Context: an optimization exercise on an open-source flow, tuned for small area, a short achievable clock period and few clock cycles. The choices shown serve that exercise and are no tape-out recipe.
Function was checked by simulation only, so behaviour that the tests miss may differ from the original.

File: flow/config.mk
export PLATFORM = sky130hd
export DESIGN_NAME = frp
export DESIGN_NICKNAME = frp
export VERILOG_FILES = /design/flow/design.v
export SDC_FILE = /design/flow/constraint.sdc
export NUM_CORES = 4
export LEC_CHECK = 0
export CAP_MARGIN = 20
export CORE_MARGIN = 2
export CORE_UTILIZATION = 40
export PLACE_DENSITY = 0.6
export SLEW_MARGIN = 20
File: flow/run.sh
#!/bin/bash
# synth_recipe.tcl (not shown) runs the flow's synth.tcl, then flattens the netlist and writes it again
# the make line also repeats each setting of config.mk as NAME=value (left out here)
make -C /OpenROAD-flow-scripts/flow DESIGN_CONFIG=/design/flow/config.mk WORK_HOME=/design/flow/orfs CLKGATE_MAP_FILE= SYNTH_SCRIPT=/design/flow/synth_recipe.tcl finish
File: flow/constraint.sdc
create_clock -name core_clock -period 15.0 [get_ports {clk}]
set_input_delay 3.0000 -clock core_clock [delete_from_list [all_inputs] [get_ports {clk}]]
set_output_delay 3.0000 -clock core_clock [all_outputs]
set_load 0.01 [all_outputs]
File: flow/design.v
module frp (
    input  wire         clk,
    input  wire         rst,
    input  wire [63:0]  host_time,
    input  wire         cmd_valid,
    output wire         cmd_ready,
    input  wire [79:0]  cmd,
    input  wire         din_valid,
    output wire         din_ready,
    input  wire [7:0]   din,
    output wire         out_valid,
    input  wire         out_ready,
    output wire [1:0]   out_kind,
    output wire [7:0]   out_cid,
    output wire [7:0]   out_op,
    output wire [3:0]   out_code,
    output wire [63:0]  out_val,
    output wire [1:0]   out_rtp_version,
    output wire         out_rtp_padding,
    output wire         out_rtp_extension,
    output wire [3:0]   out_csrc_count,
    output wire         out_marker,
    output wire [6:0]   out_payload_type,
    output wire [15:0]  out_sequence,
    output wire [7:0]   out_channel,
    output wire [3:0]   out_data_type,
    output wire [1:0]   out_subpackage,
    output wire [63:0]  out_timestamp,
    output wire [15:0]  out_last_iframe_interval,
    output wire [15:0]  out_last_frame_interval,
    output wire [15:0]  out_payload_len,
    output wire [31:0]  out_raw_len,
    output wire [4:0]   out_dev_id_len,
    output wire [191:0] out_dev_id_chars
);
    localparam NCONN   = 2;
    localparam [31:0] MAGIC   = 32'h30316364;
    localparam [32:0] BUF_CAP = 33'd131104;
    localparam [1:0] K_FRAME = 2'd0, K_COND = 2'd1, K_BCD = 2'd2, K_RSP = 2'd3;
    localparam [3:0] ST_OK = 4'd0, ST_TOOSHORT = 4'd1, ST_BADMAGIC = 4'd2,
                     ST_MISMATCH = 4'd3, ST_CLOSED = 4'd4, ST_CONNERR = 4'd5,
                     ST_OVERFLOW = 4'd6, ST_NOTOPEN = 4'd7, ST_ALREADY = 4'd8,
                     ST_ILLEGAL = 4'd9, ST_BADOPND = 4'd10;
    localparam [7:0] OP_NOP = 8'h00, OP_OPEN = 8'h01, OP_FEED = 8'h02, OP_CLOSE = 8'h03,
                     OP_DECODE = 8'h04, OP_BCD6 = 8'h05, OP_UNPK = 8'h06, OP_RDSTAT = 8'h07;
    localparam [2:0] S_IDLE = 3'd0, S_EXEC = 3'd1, S_DATA = 3'd2, S_FEND = 3'd3,
                     S_DEND = 3'd4, S_COND = 3'd5, S_FRM = 3'd6, S_RSP = 3'd7;
    reg  [2:0]   state;
    reg  [7:0]   op_r;
    reg  [7:0]   cid_r;
    reg  [63:0]  arg_r;
    reg  [31:0]  taken;        
    reg          rej;          
    reg          drop;         
    reg  [31:0]  drop_cnt;     
    reg  [31:0]  nframes;      
    reg  [3:0]   rsp_status;
    reg  [63:0]  rsp_val;
    reg  [3:0]   cond_code;
    reg  [31:0]  cond_info;
    reg          cond_is_bcd;  
    reg          frm_pending;  
    reg  [NCONN-1:0]     c_open;
    reg  [NCONN-1:0]     c_idset;
    reg  [NCONN*17-1:0]  c_pos;       
    reg  [NCONN*64-1:0]  c_pkt;
    reg  [NCONN*64-1:0]  c_bytes;
    reg  [NCONN*48-1:0]  c_dev;
    reg  [NCONN*8-1:0]   c_chan;
    reg  [NCONN*64-1:0]  c_addr;
    reg  [NCONN*64-1:0]  c_ts;
    reg  [NCONN*272-1:0] c_hdr;       
    reg  [271:0]         d_hdr;       
    reg  [63:0]  g_start;
    reg  [63:0]  g_pkts;
    reg  [63:0]  g_bytes;
    reg  [63:0]  g_iframes;
    reg  [63:0]  g_pframes;
    reg          o_valid;
    reg  [1:0]   o_kind;
    reg  [7:0]   o_cid;
    reg  [7:0]   o_op;
    reg  [3:0]   o_code;
    reg  [63:0]  o_val;
    reg  [7:0]   o_b4;
    reg  [7:0]   o_b5;
    reg  [15:0]  o_seq;
    reg  [47:0]  o_dev;
    reg  [7:0]   o_ch;
    reg  [7:0]   o_b19;
    reg  [63:0]  o_ts;
    reg  [15:0]  o_li;
    reg  [15:0]  o_lf;
    reg  [15:0]  o_n;
    reg  [31:0]  o_rawlen;
    wire out_free = !o_valid || out_ready;
    wire         cid_ok  = (cid_r < NCONN);
    wire         sl      = cid_r[0];             
    wire [31:0]  len     = arg_r[31:0];
    wire         last_byte = (taken + 32'd1 == len);
    wire [16:0]  pos_s   = c_pos[sl*17 +: 17];
    wire [271:0] hdr_s   = c_hdr[sl*272 +: 272];
    wire         open_s  = c_open[sl];
    wire         idset_s = c_idset[sl];
    wire [271:0] hv = (pos_s == 17'd33) ? {din, hdr_s[263:0]} : hdr_s;
    wire [31:0]  hv_magic = {hv[7:0], hv[15:8], hv[23:16], hv[31:24]};
    wire [15:0]  hv_n     = {hv[263:256], hv[271:264]};
    wire [16:0]  fsize    = pos_s + 17'd1;
    wire         magic_ok = (hv_magic == MAGIC);
    wire         frm_done = (pos_s == 17'd33) ? (magic_ok && hv_n == 16'd0)
                                              : (pos_s > 17'd33 && {1'b0, pos_s} == 18'd33 + {2'b0, hv_n});
    wire [31:0]  d_magic = {d_hdr[7:0], d_hdr[15:8], d_hdr[23:16], d_hdr[31:24]};
    wire [15:0]  d_n     = {d_hdr[263:256], d_hdr[271:264]};
    function [47:0] be48;
        input [271:0] h;
        input integer off;
        integer i;
        begin
            for (i = 0; i < 6; i = i + 1)
                be48[47 - 8*i -: 8] = h[(off + i)*8 +: 8];
        end
    endfunction
    function [63:0] be64;
        input [271:0] h;
        input integer off;
        integer i;
        begin
            for (i = 0; i < 8; i = i + 1)
                be64[63 - 8*i -: 8] = h[(off + i)*8 +: 8];
        end
    endfunction
    reg  [63:0]  rd_val;
    reg          rd_ok;
    always @* begin
        rd_ok  = 1'b1;
        rd_val = 64'd0;
        case (arg_r[7:0])
            8'h00: rd_val = g_start;
            8'h01: rd_val = g_pkts;
            8'h02: rd_val = g_bytes;
            8'h03: rd_val = g_iframes;
            8'h04: rd_val = g_pframes;
            8'h10: rd_val = {61'd0, idset_s, 1'b0, open_s};
            8'h11: rd_val = {47'd0, pos_s};
            8'h12: rd_val = c_pkt[sl*64 +: 64];
            8'h13: rd_val = c_bytes[sl*64 +: 64];
            8'h14: rd_val = {16'd0, c_dev[sl*48 +: 48]};
            8'h15: rd_val = {56'd0, c_chan[sl*8 +: 8]};
            8'h16: rd_val = c_addr[sl*64 +: 64];
            8'h17: rd_val = c_ts[sl*64 +: 64];
            default: rd_ok = 1'b0;
        endcase
        if (arg_r[7:4] == 4'h1 && !cid_ok) rd_ok = 1'b0;
        if (!rd_ok) rd_val = 64'd0;
    end
    reg  [191:0] bcd_chars;
    reg  [4:0]   bcd_len;
    reg  [3:0]   nib;
    integer      j;
    always @* begin
        bcd_chars = 192'd0;
        bcd_len   = 5'd0;
        for (j = 0; j < 12; j = j + 1) begin
            nib = o_dev[47 - 4*j -: 4];
            if (nib <= 4'd9) begin
                bcd_chars[bcd_len*8 +: 8] = 8'h30 + {4'd0, nib};
                bcd_len = bcd_len + 5'd1;
            end else begin
                bcd_chars[bcd_len*8 +: 8] = 8'h31;
                bcd_chars[(bcd_len + 5'd1)*8 +: 8] = 8'h30 + {4'd0, nib} - 8'd10;
                bcd_len = bcd_len + 5'd2;
            end
        end
    end
    assign cmd_ready = (state == S_IDLE) && !rst;
    assign din_ready = (state == S_DATA) && out_free && !rst;
    wire cmd_fire = cmd_valid && cmd_ready;
    wire din_fire = din_valid && din_ready;
    wire feed_byte   = din_fire && (op_r == OP_FEED) && !rej && !drop;
    wire feed_bad    = feed_byte && (pos_s == 17'd33) && !magic_ok;
    wire feed_frame  = feed_byte && frm_done;
    task load_frame;
        input [7:0]   cid;
        input [271:0] h;
        input [31:0]  rawlen;
        begin
            o_kind   <= K_FRAME;
            o_cid    <= cid;
            o_b4     <= h[4*8 +: 8];
            o_b5     <= h[5*8 +: 8];
            o_seq    <= {h[6*8 +: 8], h[7*8 +: 8]};
            o_dev    <= be48(h, 12);
            o_ch     <= h[18*8 +: 8];
            o_b19    <= h[19*8 +: 8];
            o_ts     <= be64(h, 20);
            o_li     <= {h[28*8 +: 8], h[29*8 +: 8]};
            o_lf     <= {h[30*8 +: 8], h[31*8 +: 8]};
            o_n      <= {h[32*8 +: 8], h[33*8 +: 8]};
            o_rawlen <= rawlen;
        end
    endtask
    always @(posedge clk) begin
        if (feed_byte && pos_s < 17'd34)
            c_hdr[(sl*34 + pos_s)*8 +: 8] <= din;
        if (din_fire && op_r == OP_DECODE && taken < 32'd34)
            d_hdr[taken*8 +: 8] <= din;
    end
    always @(posedge clk) begin
        if (rst) begin
            state     <= S_IDLE;
            o_valid   <= 1'b0;
            c_open    <= {NCONN{1'b0}};
            c_idset   <= {NCONN{1'b0}};
            c_pos     <= {NCONN*17{1'b0}};
            c_pkt     <= {NCONN*64{1'b0}};
            c_bytes   <= {NCONN*64{1'b0}};
            c_dev     <= {NCONN*48{1'b0}};
            c_chan    <= {NCONN*8{1'b0}};
            c_addr    <= {NCONN*64{1'b0}};
            c_ts      <= {NCONN*64{1'b0}};
            g_start   <= host_time;
            g_pkts    <= 64'd0;
            g_bytes   <= 64'd0;
            g_iframes <= 64'd0;
            g_pframes <= 64'd0;
        end else begin
            if (o_valid && out_ready)
                o_valid <= 1'b0;
            case (state)
            S_IDLE: begin
                if (cmd_fire) begin
                    op_r  <= cmd[79:72];
                    cid_r <= cmd[71:64];
                    arg_r <= cmd[63:0];
                    state <= S_EXEC;
                end
            end
            S_EXEC: begin
                rsp_status  <= ST_OK;
                rsp_val     <= 64'd0;
                frm_pending <= 1'b0;
                cond_is_bcd <= 1'b0;
                taken       <= 32'd0;
                drop        <= 1'b0;
                drop_cnt    <= 32'd0;
                nframes     <= 32'd0;
                rej         <= 1'b0;
                state       <= S_RSP;
                case (op_r)
                OP_NOP: ;
                OP_OPEN: begin
                    if (!cid_ok)       rsp_status <= ST_BADOPND;
                    else if (open_s)   rsp_status <= ST_ALREADY;
                    else begin
                        c_open[sl]            <= 1'b1;
                        c_idset[sl]           <= 1'b0;
                        c_pos[sl*17 +: 17]    <= 17'd0;
                        c_pkt[sl*64 +: 64]    <= 64'd0;
                        c_bytes[sl*64 +: 64]  <= 64'd0;
                        c_dev[sl*48 +: 48]    <= 48'd0;
                        c_chan[sl*8 +: 8]     <= 8'd0;
                        c_addr[sl*64 +: 64]   <= arg_r;
                        c_ts[sl*64 +: 64]     <= host_time;
                    end
                end
                OP_FEED: begin
                    if (!cid_ok) begin
                        rsp_status <= ST_BADOPND; rej <= 1'b1;
                    end else if (!open_s) begin
                        rsp_status <= ST_NOTOPEN; rej <= 1'b1;
                    end else if ({16'd0, pos_s} + {1'b0, len} > BUF_CAP) begin
                        rsp_status <= ST_OVERFLOW; rej <= 1'b1;
                    end
                    state <= (len == 32'd0) ? S_FEND : S_DATA;
                end
                OP_CLOSE: begin
                    if (!cid_ok)       rsp_status <= ST_BADOPND;
                    else if (!open_s)  rsp_status <= ST_NOTOPEN;
                    else begin
                        cond_code <= arg_r[0] ? ST_CONNERR : ST_CLOSED;
                        cond_info <= {15'd0, pos_s};
                        state     <= S_COND;
                        c_open[sl]            <= 1'b0;
                        c_idset[sl]           <= 1'b0;
                        c_pos[sl*17 +: 17]    <= 17'd0;
                        c_pkt[sl*64 +: 64]    <= 64'd0;
                        c_bytes[sl*64 +: 64]  <= 64'd0;
                        c_dev[sl*48 +: 48]    <= 48'd0;
                        c_chan[sl*8 +: 8]     <= 8'd0;
                        c_addr[sl*64 +: 64]   <= 64'd0;
                        c_ts[sl*64 +: 64]     <= 64'd0;
                    end
                end
                OP_DECODE: begin
                    if ({1'b0, len} > BUF_CAP) begin
                        rsp_status <= ST_OVERFLOW; rej <= 1'b1;
                    end
                    state <= (len == 32'd0) ? S_DEND : S_DATA;
                end
                OP_BCD6: begin
                    cond_is_bcd <= 1'b1;
                    state       <= S_COND;
                end
                OP_UNPK: begin
                    case (arg_r[9:8])
                    2'd0: rsp_val <= {32'd0, 4'd0, arg_r[3:0], 7'd0, arg_r[4], 7'd0, arg_r[5], 6'd0, arg_r[7:6]};
                    2'd1: rsp_val <= {48'd0, 1'b0, arg_r[6:0], 7'd0, arg_r[7]};
                    2'd2: rsp_val <= {48'd0, 6'd0, arg_r[5:4], 4'd0, arg_r[3:0]};
                    default: rsp_status <= ST_BADOPND;
                    endcase
                end
                OP_RDSTAT: begin
                    if (rd_ok) rsp_val <= rd_val;
                    else       rsp_status <= ST_BADOPND;
                end
                default: rsp_status <= ST_ILLEGAL;
                endcase
            end
            S_DATA: begin
                if (din_fire) begin
                    taken <= taken + 32'd1;
                    if (op_r == OP_FEED && !rej) begin
                        if (drop) begin
                            drop_cnt <= drop_cnt + 32'd1;
                        end else if (feed_bad) begin
                            drop     <= 1'b1;
                            drop_cnt <= 32'd34;
                            c_pos[sl*17 +: 17] <= 17'd0;
                        end else if (feed_frame) begin
                            c_pos[sl*17 +: 17] <= 17'd0;
                            nframes <= nframes + 32'd1;
                            o_valid <= 1'b1;
                            load_frame(cid_r, hv, {15'd0, fsize});
                            c_pkt[sl*64 +: 64]   <= c_pkt[sl*64 +: 64] + 64'd1;
                            c_bytes[sl*64 +: 64] <= c_bytes[sl*64 +: 64] + {47'd0, fsize};
                            if (!idset_s) begin
                                c_idset[sl]        <= 1'b1;
                                c_dev[sl*48 +: 48] <= be48(hv, 12);
                                c_chan[sl*8 +: 8]  <= hv[18*8 +: 8];
                            end
                            g_pkts  <= g_pkts + 64'd1;
                            g_bytes <= g_bytes + {47'd0, fsize};
                            if (hv[19*8 +: 4] == 4'd0) g_iframes <= g_iframes + 64'd1;
                            if (hv[19*8 +: 4] == 4'd1) g_pframes <= g_pframes + 64'd1;
                        end else begin
                            c_pos[sl*17 +: 17] <= pos_s + 17'd1;
                        end
                    end
                    if (last_byte)
                        state <= (op_r == OP_FEED) ? S_FEND : S_DEND;
                end
            end
            S_FEND: begin
                if (!rej) rsp_val <= {32'd0, nframes};
                if (!rej && drop) begin
                    cond_code <= ST_BADMAGIC;
                    cond_info <= drop_cnt;
                    state     <= S_COND;
                end else begin
                    state     <= S_RSP;
                end
            end
            S_DEND: begin
                state <= S_COND;
                if (rej) begin
                    state <= S_RSP;
                end else if (len < 32'd34) begin
                    cond_code  <= ST_TOOSHORT;
                    cond_info  <= len;
                    rsp_status <= ST_TOOSHORT;
                end else if (d_magic != MAGIC) begin
                    cond_code  <= ST_BADMAGIC;
                    cond_info  <= len;
                    rsp_status <= ST_BADMAGIC;
                end else if (len - 32'd34 != {16'd0, d_n}) begin
                    cond_code   <= ST_MISMATCH;
                    cond_info   <= len - 32'd34;
                    rsp_status  <= ST_MISMATCH;
                    rsp_val     <= 64'd1;
                    frm_pending <= 1'b1;
                end else begin
                    rsp_val     <= 64'd1;
                    state       <= S_FRM;
                end
            end
            S_COND: begin
                if (out_free) begin
                    o_valid <= 1'b1;
                    if (cond_is_bcd) begin
                        o_kind <= K_BCD;
                        o_dev  <= arg_r[47:0];
                        o_val  <= 64'd0;
                    end else begin
                        o_kind <= K_COND;
                        o_cid  <= cid_r;
                        o_code <= cond_code;
                        o_val  <= {32'd0, cond_info};
                    end
                    if (cond_is_bcd) rsp_val <= {59'd0, bcd_len_of(arg_r[47:0])};
                    state <= frm_pending ? S_FRM : S_RSP;
                end
            end
            S_FRM: begin
                if (out_free) begin
                    o_valid <= 1'b1;
                    load_frame(cid_r, d_hdr, len);
                    state <= S_RSP;
                end
            end
            S_RSP: begin
                if (out_free) begin
                    o_valid <= 1'b1;
                    o_kind  <= K_RSP;
                    o_cid   <= cid_r;
                    o_op    <= op_r;
                    o_code  <= rsp_status;
                    o_val   <= rsp_val;
                    state   <= S_IDLE;
                end
            end
            endcase
        end
    end
    function [4:0] bcd_len_of;
        input [47:0] d;
        integer i;
        begin
            bcd_len_of = 5'd12;
            for (i = 0; i < 12; i = i + 1)
                if (d[4*i +: 4] > 4'd9) bcd_len_of = bcd_len_of + 5'd1;
        end
    endfunction
    assign out_valid                = o_valid;
    assign out_kind                 = o_kind;
    assign out_cid                  = o_cid;
    assign out_op                   = o_op;
    assign out_code                 = o_code;
    assign out_val                  = o_val;
    assign out_rtp_version          = o_b4[7:6];
    assign out_rtp_padding          = o_b4[5];
    assign out_rtp_extension        = o_b4[4];
    assign out_csrc_count           = o_b4[3:0];
    assign out_marker               = o_b5[7];
    assign out_payload_type         = o_b5[6:0];
    assign out_sequence             = o_seq;
    assign out_channel              = o_ch;
    assign out_data_type            = o_b19[3:0];
    assign out_subpackage           = o_b19[5:4];
    assign out_timestamp            = o_ts;
    assign out_last_iframe_interval = o_li;
    assign out_last_frame_interval  = o_lf;
    assign out_payload_len          = o_n;
    assign out_raw_len              = o_rawlen;
    assign out_dev_id_len           = bcd_len;
    assign out_dev_id_chars         = bcd_chars;
endmodule
==> summary.md <==
| Metric | Value |
|---|---|
| Total routing resource utilization after global routing | `0.406` |
| Bufs on Longest Clock Path | `4` |
| Sequential cell area fraction in the yosys report | `0.422` |
| Main synth FF type | `edfxtp_1` |
| Max-cap violations | `0` |
| Final antenna-violating net count | `0` |
| Final-report setup violation count | `0` |
| Hold-fix buffers at CTS | `0` |
| Leading cell types by count after synthesis | `2496 x nand2_1, 1510 x nor2_1, 1385 x edfxtp_1, 1326 x a21oi_1, 922 x dfxtp_1` |
| Clock Tree Root | `clkbuf_16` |
| Number of cell instances on the worst register-to-register path | `22` |
| Global-route wire length before repair | `1040000 µm` |
| Avg Inst Size Synth | `8.82 µm²` |
| Synth Cell Area | `0.142 mm²` |
| CP dominant cell by count | `buf_4` |
| Highest clock rate | `68.0 MHz` |
| Top cells by area in the synthesized netlist | `edfxtp_1 29%, dfxtp_1 13%, nand2_1 6.6%, mux2_2 6.1%, a21oi_1 4.7%` |
| Share of Yosys cell area claimed by the top area cell type | `0.292` |
| 1st-pass router iterations | `10` |
| Detailed-route wire length per cell | `35.1 µm` |
| Number of buffers created by CTS | `227` |
| Overall routed net length | `758000 µm` |
| Worst clock skew | `0.0864 ns` |
| Share of async-settable or async-resettable flops after synthesis | `0` |
| Outcome | `timing/DRC/antenna clean` |
| TritonCTS sink count | `2307` |
| Sink of the worst hold path | `c_ts[35]$_SDFFE_PP0P_` |
| Number of buffers inserted by port buffering | `581` |
| DRC violation total after the first TritonRoute iteration | `17600` |
| Total area of multi-input combinational cells | `0.0783 mm²` |
| Tightest Hold Check Type | `register to register` |
| Launch point of the worst hold path | `c_ts[35]$_SDFFE_PP0P_` |
| Setup tns final | `0 ns` |
| Initial core utilization | `0.403` |
| Peak fanout along the critical path | `9` |
| Remaining design rule violation count | `0` |
| Vertical die dimension | `600 µm` |
| Hold violation count in the final report | `0` |
| Layout cell share with drive strength beyond 1 | `0.140` |
| CP peak stage delay | `0.67 ns` |
| HPWL reported at the end of detailed placement | `574000 µm` |
| Routability Congestion | `1.03` |
| Flop-to-flop setup slack | `5.78 ns` |
| Yosys reg bits | `2307` |
| Worst r2r dst | `o_ts[48]$_DFFE_PP_` |
| Routed vias/inst | `6.41` |
| Final number of max-transition violations | `0` |
| GRT Residual Overflow | `0` |
| Largest net degree at the start of global routing | `235` |
| Worst hold stages | `2` |
| Hold slack | `0.448 ns` |
| Number of flops mapped to enable cells by yosys | `1385` |
| Warnings, synthesis | `1` |
| Top Ports | `633` |
| Post-synthesis cell type count | `116` |
| Core region area | `0.353 mm²` |
| Number of global-route vias before repair | `130000` |
| Max H-tree Level | `4` |
| Final critical-path share of the clock period | `0.981` |
| Largest area contributor in the synthesized netlist | `edfxtp_1` |
| Insertion delay of the later-clocked pin in the worst-skew pair | `0.92 ns` |
| Arrival time reported for the critical path endpoint | `11.71 ns` |
| Via total after detailed routing | `138000` |
| CP endpoint kind | `output port` |
| CP Data Required Time | `12.00 ns` |
| Slew at the pin closest to its max-slew limit | `1.32 ns` |
| Start-to-end type of the worst setup path | `register to output port` |
| Tmin final | `14.71 ns` |
| Flip-flop and latch area | `0.0600 mm²` |
| Die area | `0.360 mm²` |
| Die W | `600 µm` |
| Final layout net count | `17000` |
| Clock edge transition at the registers on the reported setup and hold paths | `0.06 ns` |
| Critical-path cell with the highest stage delay | `clkdlybuf4s50_1` |
| Critical register-to-register path startpoint | `cid_r[0]$_DFFE_PP_` |
| Post-Syn Instances | `16100` |
| Area delta synth->final | `15.9%` |
| TritonCTS clock tree | `done` |
| Number of fill cells | `34400` |
| Remaining max-slew budget at the tightest pin | `0.120` |
| CP startpoint kind | `register` |
| Initial antenna violation count | `51` |
| Row cnt | `218` |
| Most common cell in the netlist | `nand2_1` |
-- layout make-up --
cell class | count | share of cell area
clock inverters | 105 | 0.00579
multi-input cells | 12500 | 0.475
diodes | 29 | 0.000440
flip-flops and latches | 2307 | 0.364
repair buffers | 1393 | 0.0751
well taps | 4730 | 0.0359
inverters | 240 | 0.00548
clock buffers | 304 | 0.0377
-- how the worst max path moves through the flow --
stage	start	slack, ns	cells past startpoint	end
finish	o_dev[45]$_DFFE_PP_	0.29	48	out_dev_id_chars[9]
global route	o_dev[41]$_DFFE_PP_	-0.04	51	out_dev_id_chars[109]
CTS	o_dev[41]$_DFFE_PP_	0.00006	51	out_dev_id_chars[67]
detailed placement	o_dev[46]$_DFFE_PP_	-0.39	50	out_dev_id_chars[101]
global placement	o_dev[47]$_DFFE_PP_	-0.45	52	out_dev_id_chars[109]
floorplan	o_dev[37]$_DFFE_PP_	0.02	52	out_dev_id_chars[75]
-- worst max-delay path: cells and delay by family (launching register included) --
| family | cells | cell delay (ns) |
|---|---|---|
| flip-flops | 1 | 0.44 |
| AND/OR/NAND/NOR | 14 | 1.90 |
| AO/OA/AOI/OAI | 12 | 3.14 |
| adder cells (fa/ha/maj) | 10 | 2.94 |
| buffers and inverters | 11 | 2.09 |
| multiplexers | 1 | 0.28 |
-- sequential cells by signal (all words and copies together), names as in the netlist, 48 cells and up, named ones only --
register   cells
c_bytes      128
c_hdr        476
g_start       64
rsp_val       64
g_iframes     64
g_bytes       64
o_dev         48
o_val         64
c_pkt        128
d_hdr        238
c_addr       128
c_ts         128
o_ts          64
g_pframes     64
g_pkts        64
arg_r         64
-- per-layer routing --
metal,routed length (µm),global-route usage,share of wire,up-vias
met5,502,0.00588,0.00066,-
met4,62100,0.278,0.082,34
met3,62100,0.0752,0.082,1701
met2,334000,0.626,0.44,7338
met1,300000,0.517,0.40,69100
li1,-,-,-,60300
-- cell usage in the layout (no fill, tap or decap), drive strengths merged, types with 93 or more instances in the layout --
master         netlist  routed
nand2             2497    2497
nor2              1512    1512
edfxtp            1385    1385
a21oi             1329    1329
dfxtp              922     922
nand3              875     875
buf                212     853
o21ai              849     849
mux2               769     769
clkdlybuf4s50        0     525
mux2i              439     439
nor3               421     421
xnor2              359     359
xor2               315     315
clkbuf             918     305
inv                225     228
o22ai              177     177
a22oi              166     166
ha                 165     165
and2               164     164
and3               163     163
or3                161     161
nor4               156     156
a221oi             149     149
nand4              144     144
a31oi              144     144
o211ai             110     110
o221ai              93      93
-- cells by family (layout without fill, tap and decap cells) --
family | Yosys count | in the layout | share of synthesized area
compound gates | 3833 | 3833 | 0.170
xor+xnor | 691 | 691 | 0.0446
fa+ha+maj | 172 | 172 | 0.0154
buf+inv | 1370 | 2042 | 0.0385
flops | 2307 | 2307 | 0.422
mux | 1272 | 1272 | 0.102
other cells | 2 | 85 | 0.0000528
simple gates | 6483 | 6483 | 0.207
-- stage by stage --
stage / utilization / instances / cell area [µm²] / setup slack, ns
after floorplan: - / 16200 / 142000 / 0.0173
after global placement: 0.443 / 21200 / 157000 / -0.448
after detailed placement: 0.444 / 21200 / 157000 / -0.395
after CTS: 0.465 / 21600 / 164000 / 0.0000604
after global routing: 0.466 / 21600 / 165000 / -0.0404
final: 0.467 / 21600 / 165000 / 0.288
-- repair_timing --
| action | 4_1_cts | 5_1_grt |
|---|---|---|
| gates resized for setup | 72 | 90 |
| buffers inserted | 7 | 14 |
| pin swaps | 9 | 24 |
| endpoints found under the setup margin | 140 | 138 |
Testbench counts, summed over its fixed seeds: cycles 167,783.

separate check: timing with driven ports:
The results above use ideal ports. As a check the final layout listed here was re-extracted and re-timed, cells and wires unchanged.
Step 1: set_driving_cell puts a clkbuf_16 on clk and a buf_2 on each other input, an assumption about the parent block.
Step 2 moves the port delays by t, midway between the first and last clock arrival at a register: inputs arrive t later, outputs are due t later. That takes back most of the time a late clock gives input paths.
a / b / c = ideal ports / drivers / drivers and shift; a / b = the first two.
t (ns): 0.973
setup WS [ns]: 0.288 / 0.187 / 1.160
worst register clock-pin slew, ns: 0.07 / 0.07
After both steps setup and hold are still met in this run. For this run, drivers alone change the setup slack by -0.101 ns; drivers and shift together by +0.872 ns.
